Background: an optimization exercise with open tools, aiming at small area, a short achievable clock period and few clock cycles per item. Do not read the settings as production practice. Where RTL was checked, it was by simulation tests only, not by an equivalence proof against the original. Power and IR drop assume default switching activity.

== main ==
## gr_codec
module gr_codec (
    input  wire        clk,
    input  wire        rst,
    input  wire        enc_in_valid,
    output wire        enc_in_ready,
    input  wire        enc_in_eos,
    input  wire [7:0]  enc_in_rank,
    output wire        enc_out_valid,
    input  wire        enc_out_ready,
    output wire [31:0] enc_out_word,
    output wire        enc_out_last,
    input  wire        dec_in_valid,
    output wire        dec_in_ready,
    input  wire [31:0] dec_in_word,
    output wire        dec_out_valid,
    input  wire        dec_out_ready,
    output wire [7:0]  dec_out_rank,
    output wire        dec_out_eos
);
Settings: LEC_CHECK=0, CAP_MARGIN=20, CORE_MARGIN=2, CORE_UTILIZATION=40, PLACE_DENSITY=0.6, SETUP_SLACK_MARGIN=4, SLEW_MARGIN=20; clock period 10.0 ns.
run.sh (not shown) runs the stock make flow with config.mk's settings and CLKGATE_MAP_FILE= SYNTH_SCRIPT=/design/flow/synth_recipe.tcl, a recipe that flattens the netlist after the stock synthesis.
Testbench counts of main, summed over its fixed seeds: cycles 66,723, items 62,376.
Changes in the feature branch relative to main:
Settings: SETUP_SLACK_MARGIN: 4 -> 5.
[summary]
- The feature branch finished every step from synthesis to the final layout, and the layout passed the timing, design-rule and antenna checks.
- The feature branch against main: global-route wire length before repair picked up an extra 5.0 mm; smallest setup slack after layout picked up an extra 0.24 ns; synthesis-to-layout area growth increased by 9.7 points relative to the old numbers.
- Initial antenna violation count in the feature branch vs main: up 4
- Sort main and the feature branch by critical path depth, ascending, and main comes first.


Another version of the RTL of gr_codec (not shown whole).
Size: roughly 2100 cells after synthesis, roughly 93 I/O pins, roughly 19000 um^2 of cells after synthesis.
## gr_codec
module gr_codec (
    input  wire        clk,
    input  wire        rst,
    input  wire        enc_in_valid,
    output wire        enc_in_ready,
    input  wire        enc_in_eos,
    input  wire [7:0]  enc_in_rank,
    output wire        enc_out_valid,
    input  wire        enc_out_ready,
    output wire [31:0] enc_out_word,
    output wire        enc_out_last,
    input  wire        dec_in_valid,
    output wire        dec_in_ready,
    input  wire [31:0] dec_in_word,
    output wire        dec_out_valid,
    input  wire        dec_out_ready,
    output wire [7:0]  dec_out_rank,
    output wire        dec_out_eos
);
    gr_encoder u_enc (
        .clk       (clk),
        .rst       (rst),
        .in_valid  (enc_in_valid),
        .in_ready  (enc_in_ready),
        .in_eos    (enc_in_eos),
        .in_rank   (enc_in_rank),
        .out_valid (enc_out_valid),
        .out_ready (enc_out_ready),
        .out_word  (enc_out_word),
        .out_last  (enc_out_last)
    );
    gr_decoder u_dec (
        .clk       (clk),
        .rst       (rst),
        .in_valid  (dec_in_valid),
        .in_ready  (dec_in_ready),
        .in_word   (dec_in_word),
        .out_valid (dec_out_valid),
        .out_ready (dec_out_ready),
        .out_rank  (dec_out_rank),
        .out_eos   (dec_out_eos)
    );
endmodule
==> flow/config.mk <==
export PLATFORM = sky130hd
export DESIGN_NAME = gr_codec
export DESIGN_NICKNAME = gr_codec
export VERILOG_FILES = /design/flow/design.v
export SDC_FILE = /design/flow/constraint.sdc
export NUM_CORES = 4
export LEC_CHECK = 0
export CAP_MARGIN = 20
export CORE_MARGIN = 2
export CORE_UTILIZATION = 40
export PLACE_DENSITY = 0.6
export SETUP_SLACK_MARGIN = 4
export SLEW_MARGIN = 20
==> flow/constraint.sdc <==
create_clock -name core_clock -period 10.0 [get_ports {clk}]
set_input_delay 2.0000 -clock core_clock [delete_from_list [all_inputs] [get_ports {clk}]]
set_output_delay 2.0000 -clock core_clock [all_outputs]
set_load 0.01 [all_outputs]
Next try:
SETUP_SLACK_MARGIN = 5   (was 4)
Effect:
- The changed run completed with no timing, DRC or antenna violations
- critical path depth is higher by 1
- clock-buffer cell count shrinks by 8
- worst setup slack gains 0.77 ns
- synthesized cell count stays the same
- total power grows by 8.5%
- clock power barely changes
- die area does not change
- via count grows by 3.1%
- design area came out higher by 6.4%
- wire length goes up by 7.3%
- clock skew is about the same
No run of this note included a check of the RTL's function; only the layout flow was run.


gr_codec, a different RTL version from the one above (not shown whole).
For scale: roughly 1900 cells after synthesis, about 250 flip-flops, ~93 I/O pins, ~17000 um2 of cells after synthesis.
Settings: LEC_CHECK=0, CAP_MARGIN=20, CORE_MARGIN=2, CORE_UTILIZATION=40, PLACE_DENSITY=0.6, SETUP_SLACK_MARGIN=3, SLEW_MARGIN=20; clock period 10.0 ns.
Edit:
ABC_CLOCK_PERIOD_IN_PS = 5000   (was default)
SETUP_SLACK_MARGIN = 5   (was 3)
Result: Non-clock buffer count increases by 66; clock-buffer cell count increases by 8; die area is unchanged; total power increases by 3.6%; via count increases by 4.2%; cell count increases by 2.9%.
No functional check of the RTL was part of any run of this note.


Another version of the RTL of gr_codec (not shown whole).
Size in the first run: ~93 I/O pins, about 19000 um^2 of cells after synthesis.
export LEC_CHECK = 0
export ABC_AREA = 1
export CAP_MARGIN = 20
export CORE_MARGIN = 2
export CORE_UTILIZATION = 40
export CTS_BUF_LIST = sky130_fd_sc_hd__clkbuf_8
export CTS_CLUSTER_SIZE = 32
export PLACE_DENSITY = 0.6
export SETUP_SLACK_MARGIN = 5
export SLEW_MARGIN = 20
create_clock -name core_clock -period 10.0 [get_ports {clk}]
The first run completed with no timing, DRC or antenna violations.
Testbench counts at the start, summed over its fixed seeds: cycles 66,370, items 62,376.
Then changed:
ABC_AREA = unset   (was 1)
CTS_CLUSTER_SIZE = 24   (was 32)
- The changed run finished clean
- global-route usage climbs by 2.3 points
- core utilization climbs by 1.7 points
- cell count drops by 10%
- via count climbs by 1.8%
- combinational power climbs by 70%
- clock-buffer cell count climbs by 6
- routed wire length climbs by 14%
- worst setup slack is worse by 39 ps
- register-to-register slack is worse by 200 ps
Then changed:
ABC_AREA = 1   (was unset)
=>
- The new run finished with timing, DRC and antenna clean
- total power is lower by 29%
- cell area fell by 6.6%
- wire length fell by 12%
- via count came out lower by 1.8%
- core utilization falls by 1.7 points
- sequential cell count does not change
- count of clock-buffer cells in the layout went down by 6
- die area came out lower by 3.5%
Then changed:
CORE_UTILIZATION = 55   (was 40)
PLACE_DENSITY = 0.7   (was 0.6)
After rerunning:
- synthesized area is unchanged
- core utilization went up by 17 points
- routed wire length went down by a few percent
- die area went down by a quarter to a third
- critical path depth went down by 1
- total power went down slightly
- sequential cell count does not change
- hold slack stays flat
- fmax went down by a few percent
- cell count went down by a few percent
Then changed:
CORE_UTILIZATION = 40   (was 55)
CTS_BUF_LIST = sky130_fd_sc_hd__clkbuf_4   (was sky130_fd_sc_hd__clkbuf_8)
PLACE_DENSITY = 0.6   (was 0.7)
What happened: Final area is higher slightly; critical path depth is higher by 1; power is higher by a few percent; worst hold slack is about the same.


run A:
Another version of the RTL of gr_codec (not shown whole).
For scale: ~2300 cells after synthesis, about 270 flip-flops, roughly 93 I/O pins, about 19000 um2 of cells after synthesis.
// gr_codec
module gr_codec (
    input  wire        clk,
    input  wire        rst,
    input  wire        enc_in_valid,
    output wire        enc_in_ready,
    input  wire        enc_in_eos,
    input  wire [7:0]  enc_in_rank,
    output wire        enc_out_valid,
    input  wire        enc_out_ready,
    output wire [31:0] enc_out_word,
    output wire        enc_out_last,
    input  wire        dec_in_valid,
    output wire        dec_in_ready,
    input  wire [31:0] dec_in_word,
    output wire        dec_out_valid,
    input  wire        dec_out_ready,
    output wire [7:0]  dec_out_rank,
    output wire        dec_out_eos
);
    gr_encoder u_enc (
        .clk       (clk),
        .rst       (rst),
        .in_valid  (enc_in_valid),
        .in_ready  (enc_in_ready),
        .in_eos    (enc_in_eos),
        .in_rank   (enc_in_rank),
        .out_valid (enc_out_valid),
        .out_ready (enc_out_ready),
        .out_word  (enc_out_word),
        .out_last  (enc_out_last)
    );
    gr_decoder u_dec (
        .clk       (clk),
        .rst       (rst),
        .in_valid  (dec_in_valid),
        .in_ready  (dec_in_ready),
        .in_word   (dec_in_word),
        .out_valid (dec_out_valid),
        .out_ready (dec_out_ready),
        .out_rank  (dec_out_rank),
        .out_eos   (dec_out_eos)
    );
endmodule
==> flow/config.mk <==
export PLATFORM = sky130hd
export DESIGN_NAME = gr_codec
export DESIGN_NICKNAME = gr_codec
export VERILOG_FILES = /design/flow/design.v
export SDC_FILE = /design/flow/constraint.sdc
export NUM_CORES = 4
export LEC_CHECK = 0
export CAP_MARGIN = 20
export CORE_MARGIN = 2
export CORE_UTILIZATION = 40
export PLACE_DENSITY = 0.6
export SETUP_SLACK_MARGIN = 5
export SLEW_MARGIN = 20
==> flow/constraint.sdc <==
create_clock -name core_clock -period 10.0 [get_ports {clk}]
set_input_delay 2.0000 -clock core_clock [delete_from_list [all_inputs] [get_ports {clk}]]
set_output_delay 2.0000 -clock core_clock [all_outputs]
set_load 0.01 [all_outputs]
Changes in run B relative to run A:
Settings: ABC_AREA now 1, previously not set.
### Flow results
Compared with run A, in run B wire length on met2 decreased 400 um, number of enable flip-flop cells after synthesis essentially unchanged.
Run B against run A: fraction of power consumed by combinational cells decreased 2.5 points, fraction of met2 tracks used by global routing grew by 0.16 points, leakage dissipation rose about 12%, worst hold-check slack held steady, minimum clock period grew by 0.21 ns.
Run B ended up with enc_out_ready as its launch point of the worst path; run A ended up with u_dec.o_tz[1]$_DFFE_PP_.
Run B vs run A: post-synthesis xor/xnor area fraction down
input port to output pin as the kind of critical path was reported by run B, and register to output pin by run A.
A end of the critical path of enc_in_ready is what run B shows, while dec_out_rank[5] belongs to run A.
[compare] base=run A new=run B: share of the clock period used by the worst path after layout climbed 2.1 points, final critical-path setup slack decreased 0.21 ns.
No run of this note included a check of the RTL's function; only the layout flow was run.

-- separate check: timing with driven ports --
In the flow no input, the clock included, has a driving cell. The finished layouts below were timed again as built, in two steps. Step 1: set_driving_cell puts a clkbuf_16 on clk and a buf_2 on each other input, an assumption about the parent block. Step 2 moves the port delays by t, midway between the first and last clock arrival at a register: inputs arrive t later, outputs are due t later. That takes back most of the time a late clock gives input paths. a / b / c = ideal / step 1 / step 2; a / b = the first two.
run	shift t [ns]	slack for setup (ns)	latest minus earliest clock arrival (ns)	worst slew at a driven data input, ns	cell pins on the clock port's net
main	0.647	4.139 / 4.139 / 4.139	0.018 / 0.019	0.06	1
the feature branch	0.647	4.377 / 4.377 / 4.377	0.014 / 0.015	0.10	1
the first run of note 2	0.590	4.228 / 4.228 / 4.228	0.025 / 0.024	0.09	1
the second run of note 2	0.613	4.999 / 4.999 / 4.734	0.025 / 0.025	0.08	1
the first run of note 3	0.636	3.099 / 3.099 / 3.099	0.028 / 0.028	0.09	1
the second run of note 3	0.604	3.087 / 3.087 / 3.087	0.016 / 0.016	0.05	1
the first run of note 4	0.660	5.119 / 5.066 / 4.629	0.034 / 0.034	0.06	1
the second run of note 4	0.672	5.081 / 5.060 / 4.663	0.046 / 0.046	0.04	1
the third run of note 4	0.660	5.119 / 5.066 / 4.629	0.034 / 0.034	0.06	1
the fourth run of note 4	0.648	4.995 / 4.947 / 4.794	0.022 / 0.022	0.08	1
the fifth run of note 4	0.831	5.008 / 4.953 / 4.602	0.076 / 0.075	0.06	1
run A	0.642	5.123 / 5.065 / 4.603	0.016 / 0.016	0.04	1
run B	0.649	4.912 / 4.884 / 4.711	0.010 / 0.010	0.09	1
After both steps every run listed still meets setup and hold. For run A, which loses most, drivers alone change the setup slack by -0.058 ns; drivers and shift together by -0.520 ns.
